What follows belongs to an exercise in optimizing a design on an open flow for small area, a short achievable clock period and few clock cycles; a production flow would make more cautious choices.
Where RTL was checked, it was by simulation tests only, not by an equivalence proof against the original.
No functional check of the RTL was part of run 1.
No activity file was given, so power comes from the tool's default toggle rates.

**design/flow/design.v**
```verilog
module dither_core (
    input  wire        clk,
    input  wire        rst,             
    input  wire        start,
    input  wire [1:0]  cfg_mode,        
    input  wire        cfg_invert,
    input  wire        cfg_frame,
    input  wire        cfg_pack,        
    input  wire [7:0]  cfg_threshold,
    input  wire [15:0] cfg_width,
    input  wire [15:0] cfg_height,
    output reg         busy,
    output reg         done,
    output reg         error,
    input  wire        in_valid,
    output reg         in_ready,
    input  wire [15:0] in_data,
    output reg         out_valid,
    input  wire        out_ready,
    output reg  [7:0]  out_data,
    output reg         out_last
);
    localparam [15:0] FULL = 16'd65280;
    localparam        RW   = 28;           
    localparam        NV   = 60;           
    reg        idle;         
    reg [1:0]  mode;
    reg        pack;
    reg        invert;
    reg        frame;
    reg [7:0]  thr;
    reg [6:0]  wsrc;         
    reg [2:0]  wsel;         
    reg [15:0] rl;           
    reg  fs;                 
    reg  atk;                
    wire ord = mode == 2'd2;
    wire [5:0] wm1 = {wsel, 3'b111};       
    wire [1:0] lsel = wsel[2] ? wsel[1:0] : 2'd0;
    wire [5:0] lm1  = {1'b1, lsel, 3'b111};    
    reg        run;          
    reg        err_st;       
    reg        hdr_act;      
    reg [3:0]  hdr_idx;
    reg        trl_act;      
    reg [2:0]  trl_idx;
    reg        pend_full;    
    reg [7:0]  pend_data;
    reg        pend_last;
    reg [5:0]  x;            
    reg [5:0]  dcnt;         
    reg        row0, row1;   
    reg [2:0]  ym;           
    reg        vq;           
    reg [15:0] dq;
    reg        first;        
    reg        second;       
    reg        al;           
    reg        be;           
    reg        lastcol;      
    reg        penult;       
    reg        real_px;      
    reg        hdr_lag;      
    reg        pe_lag;       
    reg [6:0]  bits;
    wire start_ok = start && idle;
    reg        st1;          
    reg        wbig;         
    wire geom_bad = wbig || wsrc == 7'd0 || wsrc > 7'd64 || rl == 16'd0;
    wire lastrow = (rl == 16'd1);
    wire lastrow2 = (rl == 16'd2);
    wire padok   = (!be || pe_lag) && !(lastcol && row0 && hdr_lag);
    wire proc    = run && al && (real_px ? vq : padok);
    wire [5:0] x_inc = lastcol ? 6'd0 : x + 6'd1;
    wire [5:0] x1     = proc ? x_inc : x;
    wire       rowst  = proc && lastcol;          
    wire       run1   = run && !(rowst && lastrow);
    wire       row0_1 = rowst ? 1'b0 : row0;
    wire       row1_1 = rowst ? row0 : row1;
    wire [15:0] rl1   = rowst ? rl - 16'd1 : rl;
    wire       lastrow1 = rowst ? lastrow2 : lastrow;
    wire out_free   = !out_valid || out_ready;
    wire hdr_load   = out_free && hdr_act;
    wire hdr_act1   = hdr_act && !(hdr_load && hdr_idx == 4'd12);
    wire pend_take  = out_free && !hdr_act && pend_full;
    wire push       = proc && be;
    wire pend_full1 = push || (pend_full && !pend_take);
    wire       lwide    = (wsel < 3'd4);                   
    wire [5:0] lmw      = {3'b101, 3'b000} - {wsel + 3'd1, 3'b000};    
    wire [5:0] dcnt1    = proc ? ((lastcol && lwide) ? lmw : dcnt)
                               : ((dcnt == 6'd0) ? lm1 : dcnt - 6'd1);
    wire       al1      = (dcnt1 == 6'd0);
    wire       be1      = (x1[2:0] == 3'd7);
    wire       lastcol1 = proc ? penult : lastcol;
    wire       real1    = ({1'b0, x1} < wsrc);
    wire       pe_lag1 = !pend_full && !push;
    wire       penult1  = proc ? (x == wm1 - 6'd2) : penult;
    wire       rdyA = run1 && !(lastcol1 && lastrow1) && !(lastcol1 && lwide)
                      && (lastcol1 || ({1'b0, x1} + 7'd1 < wsrc))
                      && (x1[2:0] != 3'd6 || pe_lag1)
                      && !(penult1 && row0_1 && hdr_act);
    wire       rdyB = run1 && (dcnt1 == 6'd1) && real1 && (!be1 || pe_lag1)
                      && !(lastcol1 && row0_1 && hdr_act);
    wire       padproc1 = run1 && al1 && !real1 && (!be1 || pe_lag1)
                          && !(lastcol1 && row0_1 && hdr_act);
    wire       realgo1  = run1 && al1 && real1;
    wire       vq1      = in_valid && in_ready;
    wire       in_ready_nx = (realgo1 ? vq1 : padproc1) ? rdyA : rdyB;
    reg  [RW-1:0] vr [0:NV-1];
    reg  [RW-1:0] e1, e2, e3, e4;
    reg  [RW-1:0] tap;
    always @(*) begin
        case (lsel)
            2'd0: tap = vr[35];
            2'd1: tap = vr[43];
            2'd2: tap = vr[51];
            default: tap = vr[59];
        endcase
    end
    reg  signed [16:0] ea;
    reg         [14:0] eb;        
    reg                wb_last;   
    function signed [13:0] atk_a;
        input signed [16:0] e;
        atk_a = (e >>> 3) + $signed({13'd0, e[16] && e[2:0] != 3'd0});
    endfunction
    function rnd16;
        input signed [16:0] e;
        rnd16 = e[16] && e[3:0] != 4'd0;
    endfunction
    function [1:0] l3;
        input [3:0] r;
        l3 = (r >= 4'd11) ? 2'd2 : (r >= 4'd6) ? 2'd1 : 2'd0;
    endfunction
    function [2:0] l5;
        input [3:0] r;
        l5 = (r >= 4'd13) ? 3'd4 : (r >= 4'd10) ? 3'd3 : (r >= 4'd7) ? 3'd2 : (r >= 4'd4) ? 3'd1 : 3'd0;
    endfunction
    function [2:0] l7;
        input [3:0] r;
        l7 = (r >= 4'd14) ? 3'd6 : (r >= 4'd12) ? 3'd5 : (r >= 4'd10) ? 3'd4 : (r >= 4'd7) ? 3'd3 :
             (r >= 4'd5) ? 3'd2 : (r >= 4'd3) ? 3'd1 : 3'd0;
    endfunction
    wire signed [13:0] zl  = e4[13:0];
    wire signed [13:0] zm  = e3[13:0];
    wire signed [13:0] zr  = e2[13:0];
    wire        [3:0]  rl4 = e4[17:14];
    wire        [3:0]  rm4 = e3[17:14];
    wire        [3:0]  rr4 = e2[17:14];
    wire               rl_ = zl[13] && rl4 != 4'd0;
    wire               rm_ = zm[13] && rm4 != 4'd0;
    wire               rr_ = zr[13] && rr4 != 4'd0;
    wire               m_l  = !row0 && !first;
    wire               m_m  = !row0;
    wire               m_r  = !row0 && !lastcol;
    wire               m_d  = !row0 && !row1;
    wire        [2:0]  l5m  = !zm[13] ?
                            ((rm4 >= 4'd13) ? 3'd4 : (rm4 >= 4'd10) ? 3'd3 : (rm4 >= 4'd7) ? 3'd2 :
                             (rm4 >= 4'd4)  ? 3'd1 : 3'd0) :
                            ((rm4 >= 4'd13) ? 3'd5 : (rm4 >= 4'd10) ? 3'd4 : (rm4 >= 4'd7) ? 3'd3 :
                             (rm4 >= 4'd4)  ? 3'd2 : (rm4 >= 4'd1) ? 3'd1 : 3'd0);
    wire        [1:0]  l3r  = m_r ? l3(rr4) : 2'd0;
    wire signed [16:0] u1 = m_l ? zl : 17'sd0;
    wire signed [16:0] u3 = m_m ? zm : 17'sd0;
    wire signed [16:0] u5 = m_r ? zr : 17'sd0;
    wire signed [16:0] u2 = fs ? $signed({u3[14:0], l3r}) : (m_d ? $signed(e3[27:14]) : 17'sd0);
    wire signed [16:0] u4 = fs ? $signed({u5[15:0], m_l && rl_}) : 17'sd0;
    wire        [2:0]  u6 = (fs && m_m) ? l5m : 3'd0;
    wire               u7 = fs && m_r && rr_;
    wire        in_big = (in_data[15:8] == 8'hFF) && (in_data[7:0] != 8'd0);
    wire [15:0] dq_nx  = (!real1 || in_big) ? FULL : in_data;
    wire [15:0] fval   = dq;
    wire signed [12:0] za   = ea >>> 4;
    wire signed [18:0] za19 = {{6{za[12]}}, za};
    wire signed [18:0] ea19 = {{5{ea[16]}}, ea[16:3]};
    wire signed [18:0] eb19 = {{5{eb[14]}}, eb[14:1]};
    wire        [3:0]  ra   = ea[3:0];
    wire        [2:0]  lr   = !ea[16] ?
                            ((ra >= 4'd14) ? 3'd6 : (ra >= 4'd12) ? 3'd5 : (ra >= 4'd10) ? 3'd4 :
                             (ra >= 4'd7)  ? 3'd3 : (ra >= 4'd5)  ? 3'd2 : (ra >= 4'd3)  ? 3'd1 : 3'd0) :
                            ((ra >= 4'd14) ? 3'd7 : (ra >= 4'd12) ? 3'd6 : (ra >= 4'd10) ? 3'd5 :
                             (ra >= 4'd7)  ? 3'd4 : (ra >= 4'd5)  ? 3'd3 : (ra >= 4'd3)  ? 3'd2 :
                             (ra >= 4'd1)  ? 3'd1 : 3'd0);
    wire        c8a = ea[16] && ea[2:0] != 3'd0;
    wire        c8b = eb[0];
    wire [18:0] op0 = {3'b000, fval};
    wire [18:0] op2 = first ? 19'd0 : fs ? {za19[15:0], lr} : ea19;
    wire [18:0] op3 = (first || (!fs && second)) ? 19'd0 : fs ? ~za19 : eb19;
    wire        b1  = !first && (fs || c8a);
    wire        b2  = !first && !fs && !second && c8b;
    function [37:0] csa;            
        input [18:0] a, b, c;
        input        cin;
        csa = {(a[17:0] & b[17:0]) | (a[17:0] & c[17:0]) | (b[17:0] & c[17:0]), cin, a ^ b ^ c};
    endfunction
    wire [18:0] w1 = $signed(u1);
    wire [18:0] w2 = $signed(u2);
    wire [18:0] w3 = $signed(u3);
    wire [18:0] w4 = $signed(u4);
    wire [18:0] w5 = $signed(u5);
    wire [18:0] w6 = {16'd0, u6};
    wire [37:0] t1a = csa(op0, w1, w3, b1);
    wire [37:0] t1b = csa(w2, w4, w5, b2);
    wire [37:0] t1c = csa(op3, op2, w6, u7);
    wire [37:0] t2a = csa(t1a[18:0], t1a[37:19], t1b[18:0], 1'b0);
    wire [37:0] t2b = csa(t1b[37:19], t1c[18:0], t1c[37:19], 1'b0);
    wire [37:0] t3  = csa(t2a[18:0], t2a[37:19], t2b[18:0], 1'b0);
    wire [37:0] t4  = csa(t3[18:0], t3[37:19], t2b[37:19], 1'b0);
    wire signed [18:0] v = t4[18:0] + t4[37:19];
    wire        d_white = $signed(v[18:8]) >= $signed({3'b000, thr});
    wire [8:0]  vh_inc  = v[16:8] + 9'd1;
    wire signed [16:0] e_new = d_white ? {~vh_inc[8], vh_inc[7:0], v[7:0]} : v[16:0];
    wire [7:0]  fh    = fval[15:8];
    wire [5:0]  bm    = {x[0] ^ ym[0], ym[0], x[1] ^ ym[1], ym[1], x[2] ^ ym[2], ym[2]};
    wire        o_black = ({2'b00, fh} + 10'd126) < ({2'b00, bm, 2'b00} + {2'b00, thr});
    wire        n_black = (fh < thr);
    wire        p_black = real_px && (dq != 16'd0);
    wire        black   = pack ? p_black : (fs || atk) ? !d_white : ord ? o_black : n_black;
    wire        pix_bit = pack ? black : (black ^ invert);
    reg [7:0] hdr_byte;
    always @(*) begin
        case (hdr_idx)
            4'd0:  hdr_byte = 8'h1B;
            4'd1:  hdr_byte = 8'h40;
            4'd2:  hdr_byte = 8'h1B;
            4'd3:  hdr_byte = 8'h61;
            4'd4:  hdr_byte = 8'h01;
            4'd5:  hdr_byte = 8'h1D;
            4'd6:  hdr_byte = 8'h76;
            4'd7:  hdr_byte = 8'h30;
            4'd8:  hdr_byte = 8'h00;
            4'd9:  hdr_byte = {4'b0, 1'b0, wsel} + 8'd1;
            4'd10: hdr_byte = 8'h00;
            4'd11: hdr_byte = rl[7:0];
            default: hdr_byte = rl[15:8];
        endcase
    end
    reg [7:0] trl_byte;
    always @(*) begin
        case (trl_idx)
            3'd0, 3'd3: trl_byte = 8'h1B;
            3'd1, 3'd4: trl_byte = 8'h64;
            default:    trl_byte = 8'h02;
        endcase
    end
    wire [2:0] cfg_wsel = cfg_width[5:3] - {2'b0, cfg_width[2:0] == 3'd0};
    integer i;
    always @(posedge clk) begin
        if ((proc && !first) || wb_last)
            vr[0] <= atk ? {e4[13:0], atk_a(ea)} : {{(RW-18){1'b0}}, ea[3:0], ea[16], ea[16:4]};
        else
            vr[0] <= e4;
        for (i = 1; i < NV; i = i + 1)
            vr[i] <= vr[i-1];
        e1 <= tap;
        e2 <= e1;
        e3 <= e2;
        e4 <= e3;
        dq <= dq_nx;
        if (idle) begin
            mode   <= cfg_mode;
            pack   <= cfg_pack;
            fs     <= !cfg_pack && cfg_mode == 2'd0;
            atk    <= !cfg_pack && cfg_mode == 2'd1;
            invert <= cfg_invert;
            frame  <= cfg_frame;
            thr    <= cfg_threshold;
            wsrc   <= cfg_width[6:0];
            wsel   <= cfg_wsel;
            rl     <= cfg_height;
            x      <= 6'd0;
            dcnt   <= 6'd2;
            wbig   <= cfg_width[15:7] != 9'd0;
            row0   <= 1'b1;
            row1   <= 1'b0;
            ym     <= 3'd0;
            first  <= 1'b1;
            second <= 1'b0;
            al      <= 1'b0;
            be      <= 1'b0;
            lastcol <= 1'b0;
            penult  <= 1'b0;
            real_px <= 1'b1;
        end else begin
            al      <= al1;
            be      <= be1;
            lastcol <= lastcol1;
            penult  <= (x1 == wm1 - 6'd1);
            real_px <= real1;
            x  <= x1;
            dcnt <= dcnt1;
            rl <= rl1;
            row0 <= row0_1;
            row1 <= row1_1;
            if (rowst)
                ym <= ym + 3'd1;
            if (proc) begin
                first  <= lastcol;
                second <= first;
            end
        end
        wb_last <= proc && lastcol;
        if (proc) begin
            ea <= e_new;
            eb <= {ea[16:3], c8a};
            if (be)
                pend_data <= {bits, pix_bit};
            else
                bits <= {bits[5:0], pix_bit};
            if (be)
                pend_last <= lastcol && lastrow && !frame;
        end
        hdr_lag <= hdr_act;
        pe_lag  <= pe_lag1;
    end
    always @(posedge clk) begin
        if (rst) begin
            busy      <= 1'b0;
            idle      <= 1'b1;
            done      <= 1'b0;
            error     <= 1'b0;
            in_ready  <= 1'b0;
            out_valid <= 1'b0;
            out_last  <= 1'b0;
            run       <= 1'b0;
            err_st    <= 1'b0;
            st1       <= 1'b0;
            hdr_act   <= 1'b0;
            trl_act   <= 1'b0;
            pend_full <= 1'b0;
            vq        <= 1'b0;
        end else begin
            done  <= 1'b0;
            error <= 1'b0;
            vq    <= in_valid && in_ready;
            st1 <= start_ok;
            if (start_ok) begin
                busy    <= 1'b1;
                idle    <= 1'b0;
                hdr_idx <= 4'd0;
                trl_idx <= 3'd0;
                run     <= 1'b1;
                in_ready <= 1'b0;
            end else if (st1 && geom_bad) begin
                run      <= 1'b0;
                in_ready <= 1'b0;
                err_st   <= 1'b1;
            end else begin
                if (st1)
                    hdr_act <= frame;
                in_ready <= in_ready_nx;
                run      <= run1;
                if (rowst && lastrow)
                    trl_act <= frame;
                if (err_st) begin
                    err_st <= 1'b0;
                    busy   <= 1'b0;
                    idle   <= 1'b1;
                    done   <= 1'b1;
                    error  <= 1'b1;
                end
                pend_full <= pend_full1;
                if (out_free) begin
                    if (hdr_act) begin
                        out_valid <= 1'b1;
                        out_data  <= hdr_byte;
                        out_last  <= 1'b0;
                        hdr_idx   <= hdr_idx + 4'd1;
                        if (hdr_idx == 4'd12)
                            hdr_act <= 1'b0;
                    end else if (pend_full) begin
                        out_valid <= 1'b1;
                        out_data  <= pend_data;
                        out_last  <= pend_last;
                    end else if (trl_act && !run) begin
                        out_valid <= 1'b1;
                        out_data  <= trl_byte;
                        out_last  <= (trl_idx == 3'd5);
                        trl_idx   <= trl_idx + 3'd1;
                        if (trl_idx == 3'd5)
                            trl_act <= 1'b0;
                    end else begin
                        out_valid <= 1'b0;
                        if (busy && !run && !err_st && !trl_act) begin
                            busy <= 1'b0;
                            idle <= 1'b1;
                            done <= 1'b1;
                        end
                    end
                end
            end
        end
    end
endmodule
```
**design/flow/flow/run.sh**
```bash
#!/bin/bash
# Own layout flow: the standard synthesis and ORFS steps, with the timing
# repair asked to keep a setup margin (the clock and constraints are the standard flow's).
set -euo pipefail
bash standard.sh synth > synth.log 2>&1
bash standard.sh SETUP_SLACK_MARGIN=18 SETUP_MOVE_SEQUENCE=unbuffer,sizeup,swap,clone,split "BUFFER_PORTS_ARGS=-buffer_cell sky130_fd_sc_hd__buf_2" \
  "CTS_ARGS=-sink_clustering_enable -repair_clock_nets -sink_clustering_size 20 -sink_clustering_max_diameter 60 -dont_use_dummy_load -sink_clustering_buffer sky130_fd_sc_hd__clkbuf_8" \
  finish > layout.log 2>&1
```
**design/flow/standard.sh**
```bash
#!/bin/bash
# synth_recipe.tcl (not shown) runs the flow's synth.tcl, then flattens the netlist and writes it again
# the make line also repeats each setting of config.mk as NAME=value (left out here)
make -C /OpenROAD-flow-scripts/flow DESIGN_CONFIG=/design/flow/config.mk WORK_HOME=/design/flow/orfs CLKGATE_MAP_FILE= SYNTH_SCRIPT=/design/flow/synth_recipe.tcl "${@:-finish}"
```
**design/flow/config.mk**
```make
export PLATFORM = sky130hd
export DESIGN_NAME = dither_core
export DESIGN_NICKNAME = dither_core
export VERILOG_FILES = /design/flow/design.v
export SDC_FILE = /design/flow/constraint.sdc
export NUM_CORES = 8
export LEC_CHECK = 0
export CAP_MARGIN = 20
export CORE_MARGIN = 2
export CORE_UTILIZATION = 50
export CTS_CLUSTER_DIAMETER = 80
export CTS_CLUSTER_SIZE = 25
export PLACE_DENSITY = 0.65
export SLEW_MARGIN = 20
```
**design/flow/constraint.sdc**
```tcl
create_clock -name core_clock -period 24.0 [get_ports {clk}]
set_input_delay 4.8000 -clock core_clock [delete_from_list [all_inputs] [get_ports {clk}]]
set_output_delay 4.8000 -clock core_clock [all_outputs]
set_load 0.01 [all_outputs]
```
==> impl_metrics.toml, run 1 <==
[outcome]
outcome = "no timing/DRC/antenna violations"

[worst_setup_path]
reg2regPathDepth = 30
critPathLaunchType = "flop"
critPathMaxStageDelay_ps = 580
crit_top_cell = "fa_1"
cp.arrival_ps = 7440
cp-startpoint = "fs$_DFFE_PP_"
cp-end-kind = "flop"
path_max_fanout = 7
worst_ep_required_time_ps = 24460
cp_slowest_cell = "edfxtp_1"
r2r-start = "fs$_DFFE_PP_"
critPathKind = "flop to flop"

[clocking]
clkSinkCount = 1954
h-tree-depth = 3
cts_tree = "done"
cts_root_buf = "clkbuf_16"
clock_latency_ps = 640
cts_buffer_depth = 3
cts_buffers = 114
cts.clk_slew.worst_paths_ps = 100

[timing]
tightest_slew_ps = 1091
slew_headroom = 0.2724
min_period_over_period = 0.2911
grt_setup_unrepaired = "true"
setup_viol = 0
min_period_ps = 6986
timing_max_transition_violations_final = 0
totalNegativeSetupSlack_ps = 0
hold_violations = 0
skew_ps = 64.38
max_freq_ghz = 0.1431

[yosys]
synth-compound-area-share = 0.04590
async_flop_share = 0
yosys_warnings = 2
synthAdderAreaFrac = 0.06552
synth_xor_area_frac = 0.01453
syn_inst = 3441
synth.yosys.seq_area_share = 0.7944
ys_top_cells_by_count = "1849 x dfxtp_1, 173 x nand2_1, 166 x inv_1"
avgSynthCellArea_sq_um = 14.69
synth_top_family_by_area = "adder cells"
synthMuxAreaShare = 0.01203
synthDominantCellAreaShare = 0.7320
synth_area_leaders = "dfxtp_1 73%, edfxtp_1 6.2%, fa_1 4.1%"
yosys.area_share.simple = 0.04922
synth-main-ff-cell = "dfxtp_1"
synth.most_common_cell = "dfxtp_1"
synth_edf_count = 105
yosysTopAreaCell = "dfxtp_1"
synth_area_sq_um = 50560
yosysUniqueCellTypes = 80
ys_seq_elements = 1954
syn_nets = 3710

[floorplan]
coreArea_sq_um = 100100
die_x_microns = 322.0
initial_core_util = 0.5049
die_area_sq_um = 103700
die_h_microns = 322.0
io_pins = 80
rows = 116

[placed_design]
hpwl_mm = 53.62
place_congestion = 0.8657
io_buffers = 79
post_dp_cell_area_sq_um = 52480

[drt]
drt_iter0_drc = 1513
wl_met3_mm = 4.598
met2_wirelength_mm = 33.38
viasPerCell = 4.719
first_pass_iters = 5
maxUsedRoutingLayer = "met4"
num_vias = 23020
wirelength_mm = 81.19
met1_length_mm = 40.43
wl_per_cell_microns = 16.64
postRouteAntennaNets = 0
drc = 0

[layout]
drive_gt1_frac = 0.08944
syn2layout_area_growth_pct = 7.780
fillerInstances = 8188
nets = 3849
finish.instance_area_sq_um = 54500

[hold_path]
hp-start = "vr[11][10]$_DFF_P_"
hold_depth = 0
min_path_type = "flop to flop"

[grt]
antenna_found_initial = 7
overflow = 0
grt_start_max_net_pins = 83
grt_pass1_wl_mm = 125.7
grt_usage = 0.1584
first_global_vias = 22330

[power_and_ir_drop]
p_per_area_nw_per_um2 = 95.29
ir_drop_mv = 0.07397
leakagePower_uw = 0.02223

[run]
maxCapViolCount = 0
[power breakdown]
part	leakage (uW)	total (uW)	switching [uW]	internal [uW]
logic	0.00504	160	94.4	65.8
registers	0.0163	3700	116	3590
clock network	0.000866	1330	867	465
total	0.0222	5190	1080	4120
[cells by family after synthesis]
kind of cell / count (synthesis)
flip-flops: 1954
multiplexers: 57
AND/OR/NAND/NOR: 523
adder cells (fa/ha/maj): 203
buffers and inverters: 247
AO/OA/AOI/OAI: 374
XOR/XNOR: 83
[worst max-delay path: cells and delay by family, from the launching register on]
family,cells,cell delay [ps]
adder cells (fa/ha/maj),7,2850
buffers and inverters,7,660
XOR/XNOR,1,200
AND/OR/NAND/NOR,5,590
flip-flops,1,580
AO/OA/AOI/OAI,10,1950
[sequential cells by signal (all words and copies together), names as in the netlist, 4 cells and up]
register / cells
bits: 7
dcnt: 6
dq: 16
e1: 28
e2: 28
e3: 28
e4: 28
ea: 17
eb: 15
hdr_idx: 4
out_data: 8
pend_data: 8
rl: 16
thr: 8
vr: 1680
wsrc: 7
x: 6
[layout make-up]
cell class | count | area [sq um] | share of cell area
Tap cell | 1298 | 1624 | 0.02980
Antenna cell | 2 | 5.005 | 0.00009183
Timing Repair inverter | 2 | 10.01 | 0.0001837
Clock buffer | 114 | 1670 | 0.03065
Sequential cell | 1954 | 40180 | 0.7372
Multi-Input combinational cell | 1243 | 9756 | 0.1790
Timing Repair Buffer | 98 | 621.8 | 0.01141
Inverter | 167 | 633.1 | 0.01162
[path summary, 6_finish.rpt]
kind	to	slack [ps]
max	bits[0]$_DFFE_PP_	17010
min reg2reg	vr[12][10]$_DFF_P_	260
max reg2reg	bits[0]$_DFFE_PP_	17010
min	vr[12][10]$_DFF_P_	260
[through the flow]
stage	util	hold WS [ps]	instances	total power, uW	worst slack [ps]
after floorplan	-	309.6	3441	3826	17590
after global placement	0.5240	309.5	4752	3923	16160
after detailed placement	0.5240	312.1	4752	3932	16030
after CTS	0.5433	254.5	4874	5261	17010
after global routing	0.5441	246.2	4876	5426	16780
final	0.5442	255.1	4878	5193	17010
[metal layers]
metal | track usage | up-vias
met5 | 0 | -
met4 | 0.05545 | 0
met3 | 0.03540 | 157
met2 | 0.2275 | 477
met1 | 0.2354 | 10970
li1 | - | 11410
[layout by cell type (no fill, tap or decap), drive strengths merged, types with 15 or more instances in the layout]
master and count:
o21ai 109, nor4 15, nand2b 24, inv 166
mux2i 27, xnor2 46, or3 18, nor2 134
a21o 18, o22ai 47, nand3 34, clkbuf 115
and2 21, dfxtp 1849, xor2 37, edfxtp 105
fa 103, nor3 36, a21oi 101, mux2 30
ha 100, buf 95, nand2 173
[what timing repair did]
| item | 4_1_cts | 5_1_grt |
|---|---|---|
| resized for setup | 34 | 16 |
| setup buffers | 1 | 1 |
| hold buffers | 0 | 0 |
| cloned | 7 | 1 |
| setup endpoints to repair | 15 | 18 |
| pin swaps | 16 | 12 |
==> run 2, diff against run 1 <==
--- a/design/flow/design.v
+++ b/design/flow/design.v
@@ -119,6 +119,7 @@
     end
     reg  signed [16:0] ea;
     reg         [14:0] eb;        
+    reg  signed [16:0] cc;        
     reg                wb_last;   
     function signed [13:0] atk_a;
         input signed [16:0] e;
@@ -141,19 +142,20 @@
         l7 = (r >= 4'd14) ? 3'd6 : (r >= 4'd12) ? 3'd5 : (r >= 4'd10) ? 3'd4 : (r >= 4'd7) ? 3'd3 :
              (r >= 4'd5) ? 3'd2 : (r >= 4'd3) ? 3'd1 : 3'd0;
     endfunction
-    wire signed [13:0] zl  = e4[13:0];
-    wire signed [13:0] zm  = e3[13:0];
-    wire signed [13:0] zr  = e2[13:0];
-    wire        [3:0]  rl4 = e4[17:14];
-    wire        [3:0]  rm4 = e3[17:14];
-    wire        [3:0]  rr4 = e2[17:14];
+    wire signed [13:0] zl  = e3[13:0];
+    wire signed [13:0] zm  = e2[13:0];
+    wire signed [13:0] zr  = e1[13:0];
+    wire        [3:0]  rl4 = e3[17:14];
+    wire        [3:0]  rm4 = e2[17:14];
+    wire        [3:0]  rr4 = e1[17:14];
     wire               rl_ = zl[13] && rl4 != 4'd0;
     wire               rm_ = zm[13] && rm4 != 4'd0;
     wire               rr_ = zr[13] && rr4 != 4'd0;
-    wire               m_l  = !row0 && !first;
-    wire               m_m  = !row0;
-    wire               m_r  = !row0 && !lastcol;
-    wire               m_d  = !row0 && !row1;
+    wire               x1_0 = proc ? lastcol : first;     
+    wire               m_l  = !row0_1 && !x1_0;
+    wire               m_m  = !row0_1;
+    wire               m_r  = !row0_1 && !lastcol1;
+    wire               m_d  = !row0_1 && !row1_1;
     wire        [2:0]  l5m  = !zm[13] ?
                             ((rm4 >= 4'd13) ? 3'd4 : (rm4 >= 4'd10) ? 3'd3 : (rm4 >= 4'd7) ? 3'd2 :
                              (rm4 >= 4'd4)  ? 3'd1 : 3'd0) :
@@ -163,10 +165,11 @@
     wire signed [16:0] u1 = m_l ? zl : 17'sd0;
     wire signed [16:0] u3 = m_m ? zm : 17'sd0;
     wire signed [16:0] u5 = m_r ? zr : 17'sd0;
-    wire signed [16:0] u2 = fs ? $signed({u3[14:0], l3r}) : (m_d ? $signed(e3[27:14]) : 17'sd0);
+    wire signed [16:0] u2 = fs ? $signed({u3[14:0], l3r}) : (m_d ? $signed(e2[27:14]) : 17'sd0);
     wire signed [16:0] u4 = fs ? $signed({u5[15:0], m_l && rl_}) : 17'sd0;
     wire        [2:0]  u6 = (fs && m_m) ? l5m : 3'd0;
     wire               u7 = fs && m_r && rr_;
+    wire signed [16:0] c_nx = u1 + u2 + u3 + u4 + u5 + $signed({14'd0, u6}) + $signed({16'd0, u7});
     wire        in_big = (in_data[15:8] == 8'hFF) && (in_data[7:0] != 8'd0);
     wire [15:0] dq_nx  = (!real1 || in_big) ? FULL : in_data;
     wire [15:0] fval   = dq;
@@ -184,32 +187,29 @@
     wire        c8a = ea[16] && ea[2:0] != 3'd0;
     wire        c8b = eb[0];
     wire [18:0] op0 = {3'b000, fval};
+    wire [18:0] op1 = cc;
     wire [18:0] op2 = first ? 19'd0 : fs ? {za19[15:0], lr} : ea19;
     wire [18:0] op3 = (first || (!fs && second)) ? 19'd0 : fs ? ~za19 : eb19;
     wire        b1  = !first && (fs || c8a);
     wire        b2  = !first && !fs && !second && c8b;
-    function [37:0] csa;            
-        input [18:0] a, b, c;
-        input        cin;
-        csa = {(a[17:0] & b[17:0]) | (a[17:0] & c[17:0]) | (b[17:0] & c[17:0]), cin, a ^ b ^ c};
-    endfunction
-    wire [18:0] w1 = $signed(u1);
-    wire [18:0] w2 = $signed(u2);
-    wire [18:0] w3 = $signed(u3);
-    wire [18:0] w4 = $signed(u4);
-    wire [18:0] w5 = $signed(u5);
-    wire [18:0] w6 = {16'd0, u6};
-    wire [37:0] t1a = csa(op0, w1, w3, b1);
-    wire [37:0] t1b = csa(w2, w4, w5, b2);
-    wire [37:0] t1c = csa(op3, op2, w6, u7);
-    wire [37:0] t2a = csa(t1a[18:0], t1a[37:19], t1b[18:0], 1'b0);
-    wire [37:0] t2b = csa(t1b[37:19], t1c[18:0], t1c[37:19], 1'b0);
-    wire [37:0] t3  = csa(t2a[18:0], t2a[37:19], t2b[18:0], 1'b0);
-    wire [37:0] t4  = csa(t3[18:0], t3[37:19], t2b[37:19], 1'b0);
-    wire signed [18:0] v = t4[18:0] + t4[37:19];
-    wire        d_white = $signed(v[18:8]) >= $signed({3'b000, thr});
-    wire [8:0]  vh_inc  = v[16:8] + 9'd1;
-    wire signed [16:0] e_new = d_white ? {~vh_inc[8], vh_inc[7:0], v[7:0]} : v[16:0];
+    wire [18:0] s1  = op0 ^ op1 ^ op3;
+    wire [18:0] k1  = {(op0[17:0] & op1[17:0]) | (op0[17:0] & op3[17:0]) | (op1[17:0] & op3[17:0]), b1};
+    wire [18:0] s2  = s1 ^ k1 ^ op2;
+    wire [18:0] k2  = {(s1[17:0] & k1[17:0]) | (s1[17:0] & op2[17:0]) | (k1[17:0] & op2[17:0]), b2};
+    wire [8:0]  vlo = s2[7:0] + k2[7:0];
+    wire        c8  = vlo[8];
+    wire [10:0] v_hi = s2[18:8] + k2[18:8] + {10'd0, c8};
+    wire [10:0] nthr = -{3'b000, thr};
+    wire [10:0] sT  = s2[18:8] ^ k2[18:8] ^ nthr;
+    wire [10:0] kT  = {(s2[17:8] & k2[17:8]) | (s2[17:8] & nthr[9:0]) | (k2[17:8] & nthr[9:0]), 1'b0};
+    wire [10:0] vt_hi = sT + kT + {10'd0, c8};
+    wire        d_white = !vt_hi[10];
+    wire [10:0] kwc = 11'h701;                  
+    wire [10:0] sW  = s2[18:8] ^ k2[18:8] ^ kwc;
+    wire [10:0] kW  = {(s2[17:8] & k2[17:8]) | (s2[17:8] & kwc[9:0]) | (k2[17:8] & kwc[9:0]), 1'b0};
+    wire [10:0] vw_hi = sW + kW + {10'd0, c8};
+    wire signed [18:0] v = {v_hi, vlo[7:0]};
+    wire signed [16:0] e_new = {d_white ? vw_hi[8:0] : v_hi[8:0], vlo[7:0]};
     wire [7:0]  fh    = fval[15:8];
     wire [5:0]  bm    = {x[0] ^ ym[0], ym[0], x[1] ^ ym[1], ym[1], x[2] ^ ym[2], ym[2]};
     wire        o_black = ({2'b00, fh} + 10'd126) < ({2'b00, bm, 2'b00} + {2'b00, thr});
@@ -256,6 +256,7 @@
         e2 <= e1;
         e3 <= e2;
         e4 <= e3;
+        cc <= c_nx;
         dq <= dq_nx;
         if (idle) begin
             mode   <= cfg_mode;
==> design/flow/flow/run.sh (replaced) <==
#!/bin/bash
# Own layout flow: the standard synthesis and ORFS steps, with the timing
# repair asked to keep a setup margin (the clock and constraints are the standard flow's).
set -euo pipefail
bash standard.sh synth > synth.log 2>&1
bash standard.sh SETUP_SLACK_MARGIN=18.15 "BUFFER_PORTS_ARGS=-buffer_cell sky130_fd_sc_hd__buf_2" \
  "CTS_ARGS=-sink_clustering_enable -repair_clock_nets -sink_clustering_size 20 -sink_clustering_max_diameter 60 -dont_use_dummy_load -sink_clustering_buffer sky130_fd_sc_hd__clkbuf_8" \
  finish > layout.log 2>&1
--- a/design/flow/config.mk
+++ b/design/flow/config.mk
@@ -7,8 +7,6 @@
 export LEC_CHECK = 0
 export CAP_MARGIN = 20
 export CORE_MARGIN = 2
-export CORE_UTILIZATION = 50
-export CTS_CLUSTER_DIAMETER = 80
-export CTS_CLUSTER_SIZE = 25
-export PLACE_DENSITY = 0.65
+export CORE_UTILIZATION = 60
+export PLACE_DENSITY = 0.75
 export SLEW_MARGIN = 20
==> run 2 against run 1 <==
Effect of this change:
- sequential share of layout area is 0.40 points lower
- via count is 2.7% higher
- sequential power hardly changed
- critical path depth is 29 lower
- cell count is 1.6% lower
- non-clock buffer count is 8 higher
- routed wire length is 2.7% lower
- die area is 15% lower
- core utilization is 10 points higher
- worst hold slack better by 1.7 ps
- largest power group unchanged
==> impl_metrics.toml, run 2 <==
[worst_setup_path]
critPathLaunchType = "flop"
critPathMaxStageDelay_ps = 400
cp_slowest_cell = "edfxtp_1"
cp-end-kind = "output port"
critPathKind = "flop to output port"
cp_top_family = "flip-flops"
worstPathCellList = "buf_2"
cp.arrival_ps = 1210
critical_path_buf_inv_count = 1
path_max_fanout = 1
worst_ep_required_time_ps = 19200

[timing]
tightest_slew_ps = 1062
slew_headroom = 0.2917
timing_max_transition_violations_final = 0
min_period_ps = 6007
totalNegativeSetupSlack_ps = 0
max_freq_ghz = 0.1665
hold_violations = 0
min_period_over_period = 0.2503
grt_setup_unrepaired = "true"
setup_viol = 0
skew_ps = 93.98

[floorplan]
die_h_microns = 297.1
die_area_sq_um = 88240
initial_core_util = 0.6052
coreArea_sq_um = 85150
rows = 107
io_pins = 80
die_x_microns = 297.1

[yosys]
synth_edf_count = 105
synth_area_leaders = "dfxtp_1 72%, edfxtp_1 6.1%, fa_1 4.0%"
yosys_warnings = 2
synth-main-ff-cell = "dfxtp_1"
synth.yosys.seq_area_share = 0.7861
ys_seq_elements = 1971
syn_inst = 3509
syn_nets = 3800
yosysUniqueCellTypes = 74
synthDominantCellAreaShare = 0.7250
synth_area_sq_um = 51530
synth.most_common_cell = "dfxtp_1"
ys_top_cells_by_count = "1866 x dfxtp_1, 160 x nand2_1, 156 x inv_1"
avgSynthCellArea_sq_um = 14.68
async_flop_share = 0
yosysTopAreaCell = "dfxtp_1"

[drt]
num_vias = 23640
drt_iter0_drc = 1451
wl_per_cell_microns = 16.45
postRouteAntennaNets = 0
drc = 0
viasPerCell = 4.923
wirelength_mm = 78.98
first_pass_iters = 5

[clocking]
cts_buffer_depth = 3
cts_buffers = 117
clock_latency_ps = 660
ctsHoldBuffers = 0
cts_tree = "done"
h-tree-depth = 3
clkSinkCount = 1971
cts.clk_slew.worst_paths_ps = 120
cts_root_buf = "clkbuf_16"

[hold_path]
min_path_type = "flop to flop"

[grt]
grt_start_max_net_pins = 59
first_global_vias = 23310
grt_use_met3 = 0.03192
top_usage_layer = "met2"
grt_pass1_wl_mm = 124.2
grt_usage = 0.1784
overflow = 0
use_met2 = 0.2725
antenna_found_initial = 3
use_met1 = 0.2615

[layout]
final_cell_mix = "1858 x dfxtp_1, 158 x nand2_1, 155 x inv_1"
drive_gt1_frac = 0.08203
top_register = "vr"
nets = 3950
largest_register_ffs = 1680
syn2layout_area_growth_pct = 7.251
final_common_cell = "dfxtp_1"
fillerInstances = 6086

[power_and_ir_drop]
ir_drop_mv = 0.07219
power_uw = 5244
p_per_area_nw_per_um2 = 94.89
leakagePower_uw = 0.02309

[placed_design]
hpwl_mm = 50.47
place_congestion = 0.8761
io_buffers = 79

[outcome]
outcome = "no timing/DRC/antenna violations"

[run]
maxCapViolCount = 0
==> run 2: through the flow <==
step	cells	util	instance area, sq um	hold slack [ps]	setup WS (ps)
6_report	4802	0.6490	55260	256.9	17990
5_1_grt	4801	0.6490	55260	250.2	17930
4_1_cts	4793	0.6467	55060	257.2	17940
3_5_place_dp	4674	0.6253	53240	312.1	17090
3_3_place_gp	4674	0.6252	53240	309.6	17020
2_1_floorplan	3509	-	51560	309.6	18150
==> run 2: layer usage <==
| layer | routed length [microns] | share of wire |
|---|---|---|
| met1 | 38090 | 0.48 |
| met2 | 34540 | 0.44 |
| met3 | 4122 | 0.052 |
| met4 | 2231 | 0.028 |
| met5 | 0 | 0 |
==> run 2: layout make-up <==
| class | count | area [sq um] | area share |
|---|---|---|---|
| flip-flops and latches | 1971 | 40520 | 0.7333 |
| clock buffers | 117 | 1712 | 0.03097 |
| well taps | 1144 | 1431 | 0.02590 |
| multi-input cells | 1303 | 10270 | 0.1859 |
| repair buffers | 106 | 680.7 | 0.01232 |
| inverters | 160 | 639.4 | 0.01157 |
| diodes | 1 | 2.502 | 0.00004528 |
==> run 2: power breakdown <==
group | internal, uW | switching (uW) | total, uW
sequential | 3620 | 114 | 3730
combinational | 66.6 | 96.9 | 163
clock | 475 | 875 | 1350
total | 4160 | 1090 | 5240
==> run 2: final timing paths <==
| check | startpoint | endpoint | slack, ps | cells past startpoint |
|---|---|---|---|---|
| worst max-delay path | out_data[1]$_DFFE_PP_ | out_data[1] | 17990 | 1 |
| worst min register to register | vr[28][15]$_DFF_P_ | vr[29][15]$_DFF_P_ | 260 | 0 |
| worst min-delay path | vr[28][15]$_DFF_P_ | vr[29][15]$_DFF_P_ | 260 | 0 |
| worst max register to register | ea[3]$_DFFE_PP_ | ea[16]$_DFFE_PP_ | 18350 | 20 |
==> run 2: what timing repair did <==
| action | in CTS | in global routing |
|---|---|---|
| gates resized for setup | 25 | 21 |
| gates cloned | 0 | 3 |
| buffers inserted | 2 | 5 |
| setup endpoints to repair | 34 | 29 |
| pin swaps | 0 | 2 |
==> run 2: logic make-up (layout without fill, tap and decap cells) <==
family	count (synthesis)	in the layout	synth area share
muxes	55	55	0.01144
xor gates and xnor gates	101	101	0.01717
other	0	1	0
buffers and inverters	235	383	0.01731
adders and majority gates	226	226	0.06983
and+or+nand+nor	513	513	0.04883
AOI/OAI and AO/OA	408	408	0.04927
DFF	1971	1971	0.7861
Testbench counts of run 2, summed over its fixed seeds: cycles 111,708.
==> run 3, diff against run 2 <==
==> design/flow/flow/run.sh (replaced) <==
#!/bin/bash
# Own layout flow: the standard synthesis and ORFS steps, with the timing
# repair asked to keep a setup margin (the clock and constraints are the standard flow's).
set -euo pipefail
bash standard.sh synth > synth.log 2>&1
bash standard.sh SETUP_SLACK_MARGIN=18 "BUFFER_PORTS_ARGS=-buffer_cell sky130_fd_sc_hd__buf_2" \
  "CTS_ARGS=-sink_clustering_enable -repair_clock_nets -sink_clustering_size 20 -sink_clustering_max_diameter 60 -dont_use_dummy_load -sink_clustering_buffer sky130_fd_sc_hd__clkbuf_8" \
  finish > layout.log 2>&1
==> run 3 against run 2 <==
Effect of this change:
- total power about the same
- cell count shrank 0.12%
- sequential power hardly changed
- worst hold slack gained 32 ps
- clock skew down 25 ps
- critical endpoint is now out_data[0]
- highest routed layer unchanged
==> impl_metrics.toml, run 3 <==
[outcome]
outcome = "no timing/DRC/antenna violations"

[worst_setup_path]
reg2regPathDepth = 24
critPathLaunchType = "flop"
critPathKind = "flop to output port"
worst_ep_required_time_ps = 19200
worstPathCellList = "buf_2"
rrSetupSlack_ps = 18250
cp.arrival_ps = 1200
critical_path_buf_inv_count = 1
critPathMaxStageDelay_ps = 390
path_max_fanout = 1
cp_slowest_cell = "edfxtp_1"
cp-startpoint = "out_data[0]$_DFFE_PP_"
cp_top_family = "flip-flops"
rr_endpoint = "ea[16]$_DFFE_PP_"
r2r-start = "fs$_DFFE_PP_"
cp-end-kind = "output port"

[yosys]
async_flop_share = 0
ys_top_cells_by_count = "1866 x dfxtp_1, 160 x nand2_1, 156 x inv_1"
synth-compound-area-share = 0.04927
synthAdderAreaFrac = 0.06983
synth_edf_count = 105
synth.most_common_cell = "dfxtp_1"
ys_seq_elements = 1971
synth_top_family_by_area = "adder cells"
synth.yosys.seq_area_share = 0.7861
yosys.area_share.simple = 0.04883
synthDominantCellAreaShare = 0.7250
syn_inst = 3509
yosysUniqueCellTypes = 74
synthMuxAreaShare = 0.01144
synth_area_sq_um = 51530
synth_xor_area_frac = 0.01717
synth_area_leaders = "dfxtp_1 72%, edfxtp_1 6.1%, fa_1 4.0%"
yosys_warnings = 2
syn_nets = 3800
synth-main-ff-cell = "dfxtp_1"
yosysTopAreaCell = "dfxtp_1"
avgSynthCellArea_sq_um = 14.68

[floorplan]
io_pins = 80
initial_core_util = 0.6052
die_area_sq_um = 88240
die_h_microns = 297.1
rows = 107
die_x_microns = 297.1
coreArea_sq_um = 85150

[grt]
grt_use_met3 = 0.03360
first_global_vias = 23540
use_met1 = 0.2608
grt_start_max_net_pins = 85
grt_usage = 0.1802
overflow = 0
antenna_found_initial = 4
top_usage_layer = "met2"
use_met2 = 0.2764
grt_pass1_wl_mm = 125.5

[clocking]
cts.clk_slew.worst_paths_ps = 120
cts_root_buf = "clkbuf_16"
cts_tree = "done"
clkSinkCount = 1971
h-tree-depth = 3
clock_latency_ps = 650
cts_buffer_depth = 3
cts_buffers = 116

[timing]
min_period_over_period = 0.2501
max_freq_ghz = 0.1666
slew_headroom = 0.3803
setup_viol = 0
grt_setup_unrepaired = "true"
min_period_ps = 6002
skew_ps = 68.90
hold_violations = 0
timing_max_transition_violations_final = 0
tightest_slew_ps = 928.3
totalNegativeSetupSlack_ps = 0

[power_and_ir_drop]
p_int_uw = 4154
leakagePower_uw = 0.02302
clkPwrFrac = 0.257
p_comb_frac = 0.031
power.share.switching = 0.2071
power.switching_uw = 1085
p_seq_frac = 0.712
p_per_area_nw_per_um2 = 95.11
ir_drop_mv = 0.07700

[placed_design]
hpwl_mm = 51.61
dp.cells = 4675
io_buffers = 79
place_congestion = 0.8750

[drt]
postRouteAntennaNets = 0
num_vias = 23610
viasPerCell = 4.924
drt_iter0_drc = 1525
first_pass_iters = 5
drc = 0
wl_per_cell_microns = 16.55
wirelength_mm = 79.36

[layout]
final_cell_mix = "1862 x dfxtp_1, 159 x nand2_1, 156 x inv_1"
fillerInstances = 6130
largest_register_ffs = 1680
antennaDiodeCount = 0
syn2layout_area_growth_pct = 6.903
drive_gt1_frac = 0.07804
final_common_cell = "dfxtp_1"
nets = 3945
finish.cell_count_without_fillers = 4796
top_register = "vr"

[hold_path]
min_path_type = "flop to flop"
worstHoldEndpoint = "e4[26]$_DFF_P_"
hp-start = "e3[26]$_DFF_P_"
hold_depth = 0

[run]
maxCapViolCount = 0
run 3: cell counts after synthesis:
No cell type changed its count.
run 3: how the worst max path moves through the flow:
| stage | cells after the start | slack (ps) | to |
|---|---|---|---|
| after floorplan | 6 | 18020 | idle$_SDFFE_PP1N_ |
| after global placement | 5 | 17020 | dq[3]$_SDFF_PP0_ |
| after detailed placement | 24 | 17100 | ea[16]$_DFFE_PP_ |
| after CTS | 1 | 17930 | out_data[0] |
| after global routing | 24 | 17910 | cc[16]$_DFF_P_ |
| final | 1 | 18000 | out_data[0] |
run 3: metrics by stage:
step | total power (uW) | utilization | worst slack [ps] | hold WS [ps] | cell area [sq um]
floorplan | 3859 | - | 18020 | 309.6 | 51540
global placement | 3949 | 0.6251 | 17020 | 309.6 | 53220
detailed placement | 3967 | 0.6251 | 17100 | 312.1 | 53230
CTS | 5294 | 0.6456 | 17930 | 276.5 | 54970
global route | 5454 | 0.6469 | 17910 | 283.9 | 55090
finish | 5239 | 0.6469 | 18000 | 288.5 | 55090
run 3: worst register-to-register path: stages, from the launching register on:
cell and delay (ps):
edfxtp_1 420, buf_12 170, inv_8 90, a21o_2 300
nand2b_1 190, fa_1 480, inv_1 50, fa_1 470
ha_1 220, fa_1 450, a211oi_2 310, o21ai_0 180
and2_1 180, o21ai_0 140, nand2b_1 130, ha_1 230
fa_1 410, a21o_1 190, a21oi_2 170, nor2_1 70
o21bai_1 210, a21oi_1 120, xnor2_1 140, mux2i_1 160
xnor2_1 80
run 3: area by class of cell:
type / instances / area [sq um] / share of cell area
tap: 1144 / 1431 / 0.02598
clock buffer: 116 / 1698 / 0.03082
multi-input combinational: 1303 / 10200 / 0.1852
sequential: 1971 / 40520 / 0.7355
timing repair buffer: 102 / 615.6 / 0.01118
inverter: 160 / 624.3 / 0.01133
run 3: cell families (layout without fill, tap and decap cells):
logic type                 count (synthesis)  count (layout)
DFF                                     1971            1971
buffers and inverters                    235             378
and+or+nand+nor                          513             513
adders and majority gates                226             226
AOI/OAI and AO/OA                        408             408
muxes                                     55              55
xor gates and xnor gates                 101             101
run 3: layer usage:
layer	part of all wire	up-vias
li1	-	11660
met4	0.029	0
met2	0.44	471
met1	0.48	11340
met5	0	-
met3	0.049	136
run 3: power by group through the flow:
stage / logic (uW) / registers [uW] / clock network [uW]
6_report: 164 / 3730 / 1350
5_1_grt: 183 / 3760 / 1510
4_1_cts: 162 / 3740 / 1400
3_5_place_dp: 160 / 3810 / 0
3_3_place_gp: 156 / 3790 / 0
2_1_floorplan: 113 / 3750 / 0
run 3: timing repair:
item,CTS,global route
buffers inserted,0,3
gates resized for setup,13,12
pin swaps,0,1
hold buffers,0,0
cloned,0,2
setup endpoints to repair,26,17
==> run 4, diff against run 3 <==
==> design/flow/flow/run.sh (replaced) <==
#!/bin/bash
# Own layout flow: the standard synthesis and ORFS steps, with the timing
# repair asked to keep a setup margin (the clock and constraints are the standard flow's).
set -euo pipefail
bash standard.sh synth > synth.log 2>&1
bash standard.sh SETUP_SLACK_MARGIN=18 "BUFFER_PORTS_ARGS=-buffer_cell sky130_fd_sc_hd__buf_2" \
  "CTS_ARGS=-sink_clustering_enable -repair_clock_nets -sink_clustering_size 24 -sink_clustering_max_diameter 40 -dont_use_dummy_load -sink_clustering_buffer sky130_fd_sc_hd__clkbuf_16" \
  finish > layout.log 2>&1
==> run 4 against run 3 <==
Effect of this change:
- design area rose by 3.7%
- critical path type unchanged
- synthesized cell count is the same
- core utilization is 2.4 points higher
==> impl_metrics.toml, run 4 <==
[floorplan]
coreArea_sq_um = 85150
die_area_sq_um = 88240
die_x_microns = 297.1
die_h_microns = 297.1
io_pins = 80
initial_core_util = 0.6052
rows = 107

[yosys]
syn_inst = 3509
synthDominantCellAreaShare = 0.7250
synth_edf_count = 105
yosysTopAreaCell = "dfxtp_1"
async_flop_share = 0
avgSynthCellArea_sq_um = 14.68
ys_seq_elements = 1971
synth_area_sq_um = 51530
yosysUniqueCellTypes = 74
synth.yosys.seq_area_share = 0.7861
ys_top_cells_by_count = "1866 x dfxtp_1, 160 x nand2_1, 156 x inv_1"
yosys_warnings = 2
synth.most_common_cell = "dfxtp_1"
synth-main-ff-cell = "dfxtp_1"
syn_nets = 3800
synth_area_leaders = "dfxtp_1 72%, edfxtp_1 6.1%, fa_1 4.0%"

[worst_setup_path]
cp-end-kind = "output port"
critPathMaxStageDelay_ps = 370
rr_endpoint = "cc[16]$_DFF_P_"
crit_cells = 1
critical_path_buf_inv_count = 1
critPathLaunchType = "flop"
reg2regPathDepth = 23
r2r-start = "real_px$_SDFF_PP1_"
rrSetupSlack_ps = 18270
cp_slowest_cell = "edfxtp_1"
worst_ep_required_time_ps = 19200
cp.arrival_ps = 1240
path_max_fanout = 1
cp_top_family = "flip-flops"
critPathKind = "flop to output port"
critPathCapture = "out_data[0]"
cp-startpoint = "out_data[0]$_DFFE_PP_"
worstPathCellList = "buf_2"

[placed_design]
hpwl_mm = 51.61
place_ws_ps = 17100
place_congestion = 0.8750
io_buffers = 79
dp.cells = 4675

[run]
maxCapViolCount = 0

[power_and_ir_drop]
clkPwrFrac = 0.346
p_comb_frac = 0.028
power.switching_uw = 1210
leakagePower_uw = 0.02397
p_seq_frac = 0.626
p_int_uw = 4762
ir_drop_mv = 0.07912
power.share.switching = 0.2026
p_per_area_nw_per_um2 = 104.6

[timing]
holdWs_ps = 254.0
timing_max_transition_violations_final = 0
layout_setup_ws_ps = 17960
totalNegativeSetupSlack_ps = 0
grt_setup_unrepaired = "true"
tightest_slew_ps = 949.8
setup_viol = 0
skew_ps = 86.01
min_period_ps = 6037
hold_violations = 0
slew_headroom = 0.3659
max_freq_ghz = 0.1657
min_period_over_period = 0.2515

[drt]
first_pass_iters = 5
drt_iter0_drc = 1481
drc = 0
viasPerCell = 4.977
wirelength_mm = 83.88
num_vias = 24030
wl_per_cell_microns = 17.37
postRouteAntennaNets = 0

[clocking]
cts.clk_slew.worst_paths_ps = 90
clock_latency_ps = 730
cts_buffer_depth = 3
cts_buffers = 147
h-tree-depth = 4
clkSinkCount = 1971
cts_tree = "done"
cts_root_buf = "clkbuf_16"
ctsHoldBuffers = 0

[layout]
drive_gt1_frac = 0.08659
nets = 3977
final_common_cell = "dfxtp_1"
syn2layout_area_growth_pct = 10.81
largest_register_ffs = 1680
top_register = "vr"
antennaDiodeCount = 0
finish.cell_count_without_fillers = 4828
final_cell_mix = "1859 x dfxtp_1, 159 x nand2_1, 156 x inv_1"
fillerInstances = 5845
ff_latch_area_sq_um = 40520
multi_input_area_sq_um = 10200

[grt]
grt_usage = 0.1917
grt_pass1_wl_mm = 131.7
first_global_vias = 24420
overflow = 0
grt_start_max_net_pins = 85
antenna_found_initial = 4

[hold_path]
min_path_type = "flop to flop"

[outcome]
outcome = "no timing/DRC/antenna violations"
run 4: worst min-delay path by stage:
stage,start,end,depth (start not counted)
after floorplan,e1[18]$_DFF_P_,e2[18]$_DFF_P_,0
after global placement,vr[25][9]$_DFF_P_,vr[26][9]$_DFF_P_,0
after detailed placement,e1[21]$_DFF_P_,e2[21]$_DFF_P_,0
after CTS,vr[20][9]$_DFF_P_,vr[21][9]$_DFF_P_,0
after global routing,vr[20][9]$_DFF_P_,vr[21][9]$_DFF_P_,0
final,vr[20][9]$_DFF_P_,vr[21][9]$_DFF_P_,0
run 4: metrics by stage:
stage	area [sq um]	util	total power (uW)
2_1_floorplan	51540	-	3859
3_3_place_gp	53220	0.6251	3949
3_5_place_dp	53230	0.6251	3967
4_1_cts	56960	0.6690	6025
5_1_grt	57100	0.6706	6188
6_report	57100	0.6706	5972
run 4: kinds of logic after synthesis:
kind of cell	share of synthesized area
flops	0.7861
simple gates	0.04883
xor+xnor	0.01717
buf+inv	0.01731
mux	0.01144
compound gates	0.04927
fa+ha+maj	0.06983
run 4: cell type report:
type,count,share of cell area
sequential,1971,0.7096
inverter,160,0.01093
timing repair buffer,103,0.01124
multi-input combinational,1303,0.1787
tap,1144,0.02507
clock buffer,147,0.06443
run 4: routing by layer:
metal | GRT usage | vias up | share of wire
li1 | - | 11760 | -
met1 | 0.2659 | 11570 | 0.47
met3 | 0.04141 | 157 | 0.053
met2 | 0.3006 | 540 | 0.45
met5 | 0 | - | 0
met4 | 0.06686 | 0 | 0.029
run 4: repair_timing:
| action | CTS | global route |
|---|---|---|
| pin swaps | 0 | 1 |
| setup buffers | 1 | 3 |
| endpoints found under the setup margin | 29 | 20 |
| gates cloned | 0 | 2 |
| gates resized for setup | 15 | 16 |
run 4: power by group through the flow:
| stage | logic, uW | clock network, uW | registers (uW) |
|---|---|---|---|
| after floorplan | 113 | 0 | 3750 |
| after global placement | 156 | 0 | 3790 |
| after detailed placement | 160 | 0 | 3810 |
| after CTS | 164 | 2120 | 3740 |
| after global routing | 185 | 2230 | 3770 |
| final | 166 | 2070 | 3740 |
==> run 5, diff against run 4 <==
==> design/flow/flow/run.sh (replaced) <==
#!/bin/bash
# Own layout flow: the standard synthesis and ORFS steps, with the timing
# repair asked to keep a setup margin (the clock and constraints are the standard flow's).
set -euo pipefail
bash standard.sh synth > synth.log 2>&1
bash standard.sh SETUP_SLACK_MARGIN=18 "BUFFER_PORTS_ARGS=-buffer_cell sky130_fd_sc_hd__buf_2" \
  "CTS_ARGS=-sink_clustering_enable -repair_clock_nets -sink_clustering_size 20 -sink_clustering_max_diameter 60 -dont_use_dummy_load -sink_clustering_buffer sky130_fd_sc_hd__clkbuf_8 -sink_clustering_levels 1" \
  finish > layout.log 2>&1
==> run 5 against run 4 <==
Effect of this change:
- highest routed layer unchanged
- sequential power about the same
- routed wire length fell by 5.4%
- clock-buffer cell count is 31 lower
- critical endpoint unchanged
- still clean on timing, DRC and antenna
- largest cell class unchanged
- clock skew down 17 ps
- die area unchanged
==> impl_metrics.toml, run 5 <==
[timing]
tightest_slew_ps = 928.3
totalNegativeSetupSlack_ps = 0
min_period_over_period = 0.2501
holdWs_ps = 288.5
timing_max_transition_violations_final = 0
slew_headroom = 0.3803
hold_violations = 0
setup_viol = 0
min_period_ps = 6002
skew_ps = 68.90
max_freq_ghz = 0.1666
grt_setup_unrepaired = "true"

[grt]
use_met1 = 0.2608
overflow = 0
first_global_vias = 23540
grt_use_met3 = 0.03360
use_met2 = 0.2764
top_usage_layer = "met2"
grt_usage = 0.1802
grt_start_max_net_pins = 85
antenna_found_initial = 4
grt_pass1_wl_mm = 125.5

[worst_setup_path]
cp_slowest_cell = "edfxtp_1"
cp.arrival_ps = 1200
worst_ep_required_time_ps = 19200
worstPathCellList = "buf_2"
critical_path_buf_inv_count = 1
critPathKind = "flop to output port"
critPathMaxStageDelay_ps = 390
critPathLaunchType = "flop"
cp_top_family = "flip-flops"
cp-end-kind = "output port"
path_max_fanout = 1

[yosys]
async_flop_share = 0
yosysTopAreaCell = "dfxtp_1"
yosys_warnings = 2
synthDominantCellAreaShare = 0.7250
synth_area_leaders = "dfxtp_1 72%, edfxtp_1 6.1%, fa_1 4.0%"
ys_seq_elements = 1971
ys_top_cells_by_count = "1866 x dfxtp_1, 160 x nand2_1, 156 x inv_1"
synth.most_common_cell = "dfxtp_1"
avgSynthCellArea_sq_um = 14.68
synth.yosys.seq_area_share = 0.7861
syn_nets = 3800
synth-main-ff-cell = "dfxtp_1"
yosysUniqueCellTypes = 74
syn_inst = 3509
synth_edf_count = 105
synth_area_sq_um = 51530

[run]
maxCapViolCount = 0

[placed_design]
place_congestion = 0.8750
hpwl_mm = 51.61
io_buffers = 79
dp.cells = 4675

[drt]
wirelength_mm = 79.36
drt_iter0_drc = 1525
first_pass_iters = 5
viasPerCell = 4.924
postRouteAntennaNets = 0
drc = 0
wl_per_cell_microns = 16.55
num_vias = 23610

[clocking]
clock_latency_ps = 650
ctsHoldBuffers = 0
cts_tree = "done"
cts_buffer_depth = 3
cts_buffers = 116
cts.clk_slew.worst_paths_ps = 120
h-tree-depth = 3
clkSinkCount = 1971
cts_root_buf = "clkbuf_16"

[layout]
finish.cell_count_without_fillers = 4796
syn2layout_area_growth_pct = 6.903
antennaDiodeCount = 0
final_common_cell = "dfxtp_1"
drive_gt1_frac = 0.07804
final_cell_mix = "1862 x dfxtp_1, 159 x nand2_1, 156 x inv_1"
multi_input_area_sq_um = 10200
top_register = "vr"
ff_latch_area_sq_um = 40520
nets = 3945
fillerInstances = 6130
largest_register_ffs = 1680

[power_and_ir_drop]
ir_drop_mv = 0.07700
power.switching_uw = 1085
power.share.switching = 0.2071
leakagePower_uw = 0.02302
clkPwrFrac = 0.257
p_int_uw = 4154
p_comb_frac = 0.031
p_seq_frac = 0.712
p_per_area_nw_per_um2 = 95.11

[floorplan]
die_h_microns = 297.1
initial_core_util = 0.6052
die_area_sq_um = 88240
die_x_microns = 297.1
rows = 107
coreArea_sq_um = 85150
io_pins = 80

[hold_path]
min_path_type = "flop to flop"

[outcome]
outcome = "no timing/DRC/antenna violations"
-- run 5: cell counts after synthesis --
Identical to the previous run, type by type.
-- run 5: path summary, 6_finish.rpt --
kind                                             from          endpoint  slack, ps  depth (start not counted)
worst max-delay path            out_data[0]$_DFFE_PP_       out_data[0]      18000                          1
worst min-delay path                   e3[26]$_DFF_P_    e4[26]$_DFF_P_        290                          0
worst max register to register           fs$_DFFE_PP_  ea[16]$_DFFE_PP_      18250                         24
worst min register to register         e3[26]$_DFF_P_    e4[26]$_DFF_P_        290                          0
-- run 5: power groups by stage --
stage / Sequential (uW) / Clock, uW / Combinational [uW]
floorplan: 3750 / 0 / 113
global placement: 3790 / 0 / 156
detailed placement: 3810 / 0 / 160
CTS: 3740 / 1400 / 162
global route: 3760 / 1510 / 183
finish: 3730 / 1350 / 164
-- run 5: cell type report --
class,instances,share of cell area
Timing Repair Buffer,102,0.01118
Tap cell,1144,0.02598
Sequential cell,1971,0.7355
Multi-Input combinational cell,1303,0.1852
Clock buffer,116,0.03082
Inverter,160,0.01133
-- run 5: cells by family after synthesis --
logic type / synth area share
AOI/OAI and AO/OA: 0.04927
xor gates and xnor gates: 0.01717
adders and majority gates: 0.06983
buffers and inverters: 0.01731
DFF: 0.7861
muxes: 0.01144
and+or+nand+nor: 0.04883
-- run 5: routing by layer --
| layer | up-vias | routed length, microns |
|---|---|---|
| li1 | 11660 | - |
| met1 | 11340 | 38240 |
| met2 | 471 | 34890 |
| met3 | 136 | 3916 |
| met4 | 0 | 2316 |
| met5 | - | 0 |
-- run 5: timing repair --
item,CTS,global route
setup endpoints to repair,26,17
resized for setup,13,12
setup buffers,0,3
pin swaps,0,1
cloned,0,2
-- run 5: metrics by stage --
| step | utilization | instance area (sq um) | setup slack [ps] | total power, uW |
|---|---|---|---|---|
| after floorplan | - | 51540 | 18020 | 3859 |
| after detailed placement | 0.6251 | 53230 | 17100 | 3967 |
| after global routing | 0.6469 | 55090 | 17910 | 5454 |
| after global placement | 0.6251 | 53220 | 17020 | 3949 |
| after CTS | 0.6456 | 54970 | 17930 | 5294 |
| final | 0.6469 | 55090 | 18000 | 5239 |
==> run 6, diff against run 5 <==
--- a/design/flow/design.v
+++ b/design/flow/design.v
@@ -110,12 +110,7 @@
     reg  [RW-1:0] e1, e2, e3, e4;
     reg  [RW-1:0] tap;
     always @(*) begin
-        case (lsel)
-            2'd0: tap = vr[35];
-            2'd1: tap = vr[43];
-            2'd2: tap = vr[51];
-            default: tap = vr[59];
-        endcase
+        tap = lsel[1] ? (lsel[0] ? vr[59] : vr[51]) : (lsel[0] ? vr[43] : vr[35]);
     end
     reg  signed [16:0] ea;
     reg         [14:0] eb;        
==> design/flow/flow/run.sh (replaced) <==
#!/bin/bash
# Own layout flow: the standard synthesis and ORFS steps, with the timing
# repair asked to keep a setup margin (the clock and constraints are the standard flow's).
set -euo pipefail
bash standard.sh synth > synth.log 2>&1
bash standard.sh SETUP_SLACK_MARGIN=18 "BUFFER_PORTS_ARGS=-buffer_cell sky130_fd_sc_hd__buf_2" \
  "CTS_ARGS=-sink_clustering_enable -repair_clock_nets -sink_clustering_size 22 -sink_clustering_max_diameter 70 -dont_use_dummy_load -sink_clustering_buffer sky130_fd_sc_hd__clkbuf_8" \
  finish > layout.log 2>&1
==> run 6 against run 5 <==
Effect of this change:
- combinational power down 7%
- worst setup slack better by 25 ps
- sequential share of layout area up 0.47 points
==> impl_metrics.toml, run 6 <==
[timing]
totalNegativeSetupSlack_ps = 0
tightest_slew_ps = 1075
slew_headroom = 0.2832
skew_ps = 50.53
layout_setup_ws_ps = 18020
grt_setup_unrepaired = "true"
setup_viol = 0
min_period_ps = 5977
min_period_over_period = 0.2491
hold_violations = 0
max_freq_ghz = 0.1673
timing_max_transition_violations_final = 0

[clocking]
cts_buffers = 102
h-tree-depth = 3
clock_latency_ps = 660
cts_root_buf = "clkbuf_16"
cts_tree = "done"
ctsHoldBuffers = 0
cts.clk_slew.worst_paths_ps = 120
cts_buffer_depth = 3
clkSinkCount = 1971

[power_and_ir_drop]
clkPwrFrac = 0.251
p_per_area_nw_per_um2 = 93.81
p_seq_frac = 0.719
p_comb_frac = 0.030
power.share.switching = 0.2085
ir_drop_mv = 0.07445
p_int_uw = 4064
leakagePower_uw = 0.02261
power.switching_uw = 1070

[hold_path]
hold_depth = 0
min_path_type = "flop to flop"

[yosys]
synthDominantCellAreaShare = 0.7283
syn_nets = 3808
synth-main-ff-cell = "dfxtp_1"
yosys_warnings = 2
ys_seq_elements = 1971
synth.yosys.seq_area_share = 0.7898
synth_area_leaders = "dfxtp_1 73%, edfxtp_1 6.1%, fa_1 4.0%"
avgSynthCellArea_sq_um = 14.58
ys_top_cells_by_count = "1866 x dfxtp_1, 214 x nand2_1, 168 x inv_1"
async_flop_share = 0
yosysTopAreaCell = "dfxtp_1"
yosysUniqueCellTypes = 76
synth.most_common_cell = "dfxtp_1"
syn_inst = 3517
synth_edf_count = 105
synth_area_sq_um = 51290

[worst_setup_path]
cp_top_family = "flip-flops"
cp_slowest_cell = "edfxtp_1"
critPathMaxStageDelay_ps = 370
worstPathCellList = "buf_2"
critPathLaunchType = "flop"
worst_ep_required_time_ps = 19200
reg2regPathDepth = 20
critPathKind = "flop to output port"
critical_path_buf_inv_count = 1
cp.arrival_ps = 1180
rrSetupSlack_ps = 18370
path_max_fanout = 1
cp-end-kind = "output port"
crit_cells = 1

[grt]
grt_pass1_wl_mm = 122.6
first_global_vias = 22870
grt_start_max_net_pins = 57
antenna_found_initial = 4
overflow = 0
grt_usage = 0.1796

[layout]
drive_gt1_frac = 0.07039
top_register = "vr"
finalCoreUtilization = 0.6448
final_common_cell = "dfxtp_1"
nets = 3944
final_cell_mix = "1862 x dfxtp_1, 208 x nand2_1, 168 x inv_1"
syn2layout_area_growth_pct = 6.708
largest_register_ffs = 1680

[floorplan]
die_h_microns = 296.4
coreArea_sq_um = 84880
rows = 107
io_pins = 80
die_area_sq_um = 87840
initial_core_util = 0.6043
die_x_microns = 296.4

[placed_design]
hpwl_mm = 51.24
place_ws_ps = 16430
io_buffers = 79
place_congestion = 0.8635

[drt]
drc = 0
first_pass_iters = 5
wirelength_mm = 78.20
num_vias = 23280
wl_per_cell_microns = 16.30
postRouteAntennaNets = 0
drt_iter0_drc = 1487
viasPerCell = 4.855

[outcome]
outcome = "no timing/DRC/antenna violations"

[run]
maxCapViolCount = 0
run 6: what timing repair did:
| action | 4_1_cts | 5_1_grt |
|---|---|---|
| setup buffers | 0 | 10 |
| endpoints found under the setup margin | 34 | 19 |
| gates resized for setup | 16 | 19 |
| gates cloned | 0 | 3 |
| pin swaps | 0 | 4 |
run 6: final cells by class:
cell class	instances	area [sq um]
Antenna cell	1	2.502
Clock buffer	102	1505
Fill cell	6098	30150
Inverter	171	679.4
Multi-Input combinational cell	1305	10000
Sequential cell	1971	40510
Tap cell	1144	1431
Timing Repair Buffer	102	599.3
run 6: kinds of logic (layout without fill, tap and decap cells):
family | count (synthesis) | in the layout | synth area share
other | 0 | 1 | 0
DFF | 1971 | 1971 | 0.7898
buffers and inverters | 244 | 375 | 0.01808
AOI/OAI and AO/OA | 379 | 379 | 0.04647
and+or+nand+nor | 573 | 576 | 0.05376
xor gates and xnor gates | 100 | 100 | 0.01708
adders and majority gates | 225 | 225 | 0.06996
muxes | 25 | 25 | 0.004903
run 6: metal layers:
| layer | routed length [microns] | global-route usage | vias to the layer above |
|---|---|---|---|
| li1 | - | - | 11600 |
| met3 | 3288 | 0.03370 | 134 |
| met1 | 38220 | 0.2610 | 11150 |
| met2 | 34700 | 0.2777 | 404 |
| met4 | 1979 | 0.05014 | 2 |
| met5 | 9 | 0 | - |
run 6: through the flow:
stage                     total power (uW)  instances  instance area [sq um]  hold WS (ps)
after floorplan                       3812       3517                  51300         309.6
after global placement                3902       4680                  52960         309.7
after detailed placement              3916       4680                  52970         312.1
after CTS                             5177       4782                  54540         281.3
after global routing                  5330       4795                  54730         281.5
final                                 5134       4796                  54730         276.0
run 6: power by group through the flow:
stage / clock [uW] / sequential, uW / combinational, uW
2_1_floorplan: 0 / 3710 / 106
4_1_cts: 1330 / 3700 / 153
6_report: 1290 / 3690 / 153
3_3_place_gp: 0 / 3750 / 147
3_5_place_dp: 0 / 3770 / 151
5_1_grt: 1440 / 3720 / 172
run 6: worst paths after layout:
path	from	endpoint
max	out_data[3]$_DFFE_PP_	out_data[3]
min	vr[9][9]$_DFF_P_	vr[10][9]$_DFF_P_
max reg2reg	row0$_SDFF_PP1_	cc[15]$_DFF_P_
min reg2reg	vr[9][9]$_DFF_P_	vr[10][9]$_DFF_P_
Testbench counts of run 6, summed over its fixed seeds: cycles 111,708.

## re-timing with driven ports
No port has a modelled driver above. Below, the same layouts with a new extraction and two added sets of constraints. Step 1, drivers: a clkbuf_16 drives clk and a buf_2 each remaining input, both assumed. Step 2 adds t to the input delays and takes it off the output delays; t is the mean of the earliest and latest rising clock arrival at the registers after step 1. Input paths then give back, and output paths get back, about the clock's delay inside the block. Slacks: ideal / step 1 / step 2; pairs: ideal / step 1.
| run | t (ns) | slack for setup (ns) | worst setup path at the end | slew at the worst register clock pin (ns) | worst data-port slew with drivers (ns) |
|---|---|---|---|---|---|
| run 1 | 0.680 | 17.014 / 17.014 / 17.014 | register to register | 0.12 / 0.12 | 0.09 |
| run 2 | 0.673 | 17.993 / 17.929 / 17.685 | input to register | 0.12 / 0.12 | 0.05 |
| run 3 | 0.682 | 17.998 / 17.937 / 17.533 | input to register | 0.12 / 0.12 | 0.04 |
| run 4 | 0.760 | 17.963 / 17.901 / 17.428 | input to register | 0.09 / 0.09 | 0.04 |
| run 5 | 0.682 | 17.998 / 17.937 / 17.533 | input to register | 0.12 / 0.12 | 0.04 |
| run 6 | 0.697 | 18.023 / 17.956 / 17.526 | input to register | 0.12 / 0.12 | 0.04 |
After both steps setup and hold are still met in every run listed. For run 4, which loses most, drivers alone change the setup slack by -0.062 ns; drivers and shift together by -0.535 ns.
